What follows belongs to an exercise in optimizing a design on an open flow for small area, a short achievable clock period and few clock cycles per item; a production flow would make more cautious choices.
Only simulation tests tie the RTL to the original design; equivalence was not proved.
Power figures rest on the tool's default switching activity, not on a simulated workload.

// envelope_generator
module envelope_generator (
    input  wire        clk,
    input  wire        rst,           
    input  wire        cmd_valid,
    output wire        cmd_ready,
    input  wire [1:0]  cmd_op,        
    input  wire [4:0]  cmd_voice,     
    input  wire [3:0]  cmd_ar,        
    input  wire [3:0]  cmd_d1r,       
    input  wire [3:0]  cmd_d2r,       
    input  wire [3:0]  cmd_rr,        
    input  wire [3:0]  cmd_dl,        
    input  wire [3:0]  cmd_krs,       
    input  wire [3:0]  cmd_oct,       
    input  wire        cmd_oct_lsb,   
    output reg         rsp_valid,
    output reg  [9:0]  rsp_level,     
    output reg         rsp_stop       
);
export LEC_CHECK = 0
export CAP_MARGIN = 20
export CORE_MARGIN = 2
export CORE_UTILIZATION = 65
export CTS_CLUSTER_DIAMETER = 100
export CTS_CLUSTER_SIZE = 26
export SLEW_MARGIN = 20
export SYNTH_MEMORY_MAX_BITS = 65536
create_clock -name core_clock -period 15.0 [get_ports {clk}]
standard.sh (not shown) runs the stock make flow with config.mk's settings and CLKGATE_MAP_FILE= SYNTH_SCRIPT=/design/flow/synth_recipe.tcl, a recipe that flattens the netlist after the stock synthesis.
==> flow/flow/run.sh <==
#!/bin/bash
# The standard layout (standard.sh), with three changes:
#  1. After the standard synthesis, the combinational logic between the
#     registers is mapped again by Yosys/ABC (yosys.log): the registers keep
#     their names and cells; only the gates between them change.
#  2. The buffers placed on the ports are sky130_fd_sc_hd__buf_2 cells instead of
#     the slow delay buffer the placer picks by default.
#  3. The timing repair after clock tree synthesis and global routing aims for a
#     setup slack margin of 10.9 ns at the design's clock period.
set -euo pipefail
W=$(pwd)
R=$W/orfs/results/$FLOW_PLATFORM/envelope_generator/base
LIB=$FLOW_HOME/platforms/$FLOW_PLATFORM/lib/sky130_fd_sc_hd__tt_025C_1v80.lib
YOSYS=$(command -v yosys || echo $FLOW_HOME/../tools/install/yosys/bin/yosys)
DONT_USE="sky130_fd_sc_hd__lpflow_bleeder_1 sky130_fd_sc_hd__lpflow_clkbufkapwr_1 sky130_fd_sc_hd__lpflow_clkbufkapwr_16 sky130_fd_sc_hd__lpflow_clkbufkapwr_2 sky130_fd_sc_hd__lpflow_clkbufkapwr_4 sky130_fd_sc_hd__lpflow_clkbufkapwr_8 sky130_fd_sc_hd__lpflow_clkinvkapwr_1 sky130_fd_sc_hd__lpflow_clkinvkapwr_16 sky130_fd_sc_hd__lpflow_clkinvkapwr_2 sky130_fd_sc_hd__lpflow_clkinvkapwr_4 sky130_fd_sc_hd__lpflow_clkinvkapwr_8 sky130_fd_sc_hd__lpflow_decapkapwr_12 sky130_fd_sc_hd__lpflow_decapkapwr_3 sky130_fd_sc_hd__lpflow_decapkapwr_4 sky130_fd_sc_hd__lpflow_decapkapwr_6 sky130_fd_sc_hd__lpflow_decapkapwr_8 sky130_fd_sc_hd__lpflow_inputiso0n_1 sky130_fd_sc_hd__lpflow_inputiso0p_1 sky130_fd_sc_hd__lpflow_inputiso1n_1 sky130_fd_sc_hd__lpflow_inputiso1p_1 sky130_fd_sc_hd__lpflow_inputisolatch_1 sky130_fd_sc_hd__lpflow_isobufsrc_1 sky130_fd_sc_hd__lpflow_isobufsrc_16 sky130_fd_sc_hd__lpflow_isobufsrc_2 sky130_fd_sc_hd__lpflow_isobufsrc_4 sky130_fd_sc_hd__lpflow_isobufsrc_8 sky130_fd_sc_hd__lpflow_isobufsrckapwr_16 sky130_fd_sc_hd__lpflow_lsbuf_lh_hl_isowell_tap_1 sky130_fd_sc_hd__lpflow_lsbuf_lh_hl_isowell_tap_2 sky130_fd_sc_hd__lpflow_lsbuf_lh_hl_isowell_tap_4 sky130_fd_sc_hd__lpflow_lsbuf_lh_isowell_4 sky130_fd_sc_hd__lpflow_lsbuf_lh_isowell_tap_1 sky130_fd_sc_hd__lpflow_lsbuf_lh_isowell_tap_2 sky130_fd_sc_hd__lpflow_lsbuf_lh_isowell_tap_4 sky130_fd_sc_hd__probe_p_8 sky130_fd_sc_hd__probec_p_8 "

export BUFFER_PORTS_ARGS="-buffer_cell sky130_fd_sc_hd__buf_2"
export SETUP_SLACK_MARGIN=10.9

# standard synthesis
bash standard.sh synth > standard_synth.log 2>&1

# map the logic between the registers again
cp $R/1_2_yosys.v $W/standard_netlist.v
FF=$(grep -oE "sky130_fd_sc_hd__e?dfxtp_[0-9]+" $W/standard_netlist.v | sort -u | tr '\n' ' ')
DU=""
for c in $DONT_USE; do DU="$DU -dont_use $c"; done
cat > $W/remap.ys <<EOT
read_liberty -ignore_miss_func $LIB
read_verilog $W/standard_netlist.v
hierarchy -top $FLOW_TOP
blackbox $FF
flatten
opt -purge
abc -liberty $LIB $DU -D 4000
opt_clean -purge
stat -liberty $LIB
write_verilog -noattr $W/remapped.v
EOT
$YOSYS -s $W/remap.ys > $W/yosys.log 2>&1
cp $W/remapped.v $R/1_2_yosys.v
rm -f $R/1_synth.odb $R/1_synth.sdc

# the rest of the standard layout
bash standard.sh > standard_flow.log 2>&1
Testbench counts at the start, summed over its fixed seeds: cycles 46,656, cmds 45,850.
Edit:
--- a/flow/config.mk
+++ b/flow/config.mk
@@ -9,5 +9,5 @@
 export CORE_MARGIN = 2
 export CORE_UTILIZATION = 65
-export CTS_CLUSTER_DIAMETER = 100
+export CTS_CLUSTER_DIAMETER = 150
 export CTS_CLUSTER_SIZE = 26
 export SLEW_MARGIN = 20
The changed run passed the timing, design-rule and antenna checks.
Design area barely changes.
Power stays flat.
Global-route usage rose by 0.26 points.
Worst hold slack loses 0.018 ns.
Final cell count stays flat.
Clock-buffer cell count fell by 1.
Synthesized area stays the same.
Clock power barely changes.
Synthesized cell count stays the same.
Via count hardly moves.
Core utilization hardly moves.
Edit:
--- a/flow/config.mk
+++ b/flow/config.mk
@@ -9,6 +9,7 @@
 export CORE_MARGIN = 2
 export CORE_UTILIZATION = 65
-export CTS_CLUSTER_DIAMETER = 150
+export CTS_CLUSTER_DIAMETER = 100
 export CTS_CLUSTER_SIZE = 26
+export PLACE_DENSITY = 0.75
 export SLEW_MARGIN = 20
 export SYNTH_MEMORY_MAX_BITS = 65536
After rerunning:
- wire length is lower by about 2%
- die area does not change
- total power hardly moves

separate check: timing with driven ports:
Ports are ideal in the flow. The routed layouts listed here were re-timed in OpenROAD. Step 1 assumes that a clkbuf_16 drives the clock port and a buf_2 every other input. Step 2 moves the port delays by t, midway between the first and last clock arrival at a register: inputs arrive t later, outputs are due t later. That takes back most of the time a late clock gives input paths. Slacks: no drivers / after step 1 / after step 2; pairs: no drivers / after step 1.
run	t, ns	setup WS [ns]	worst hold slack (ns)
the first run	0.712	10.848 / 10.781 / 10.399	0.321 / 0.321 / 0.321
the second run	0.716	10.852 / 10.787 / 10.477	0.303 / 0.303 / 0.303
the third run	0.712	10.862 / 10.794 / 10.479	0.308 / 0.308 / 0.308
After both steps every run listed still meets setup and hold. For the first run, which loses most, drivers alone change the setup slack by -0.067 ns; drivers and shift together by -0.449 ns.
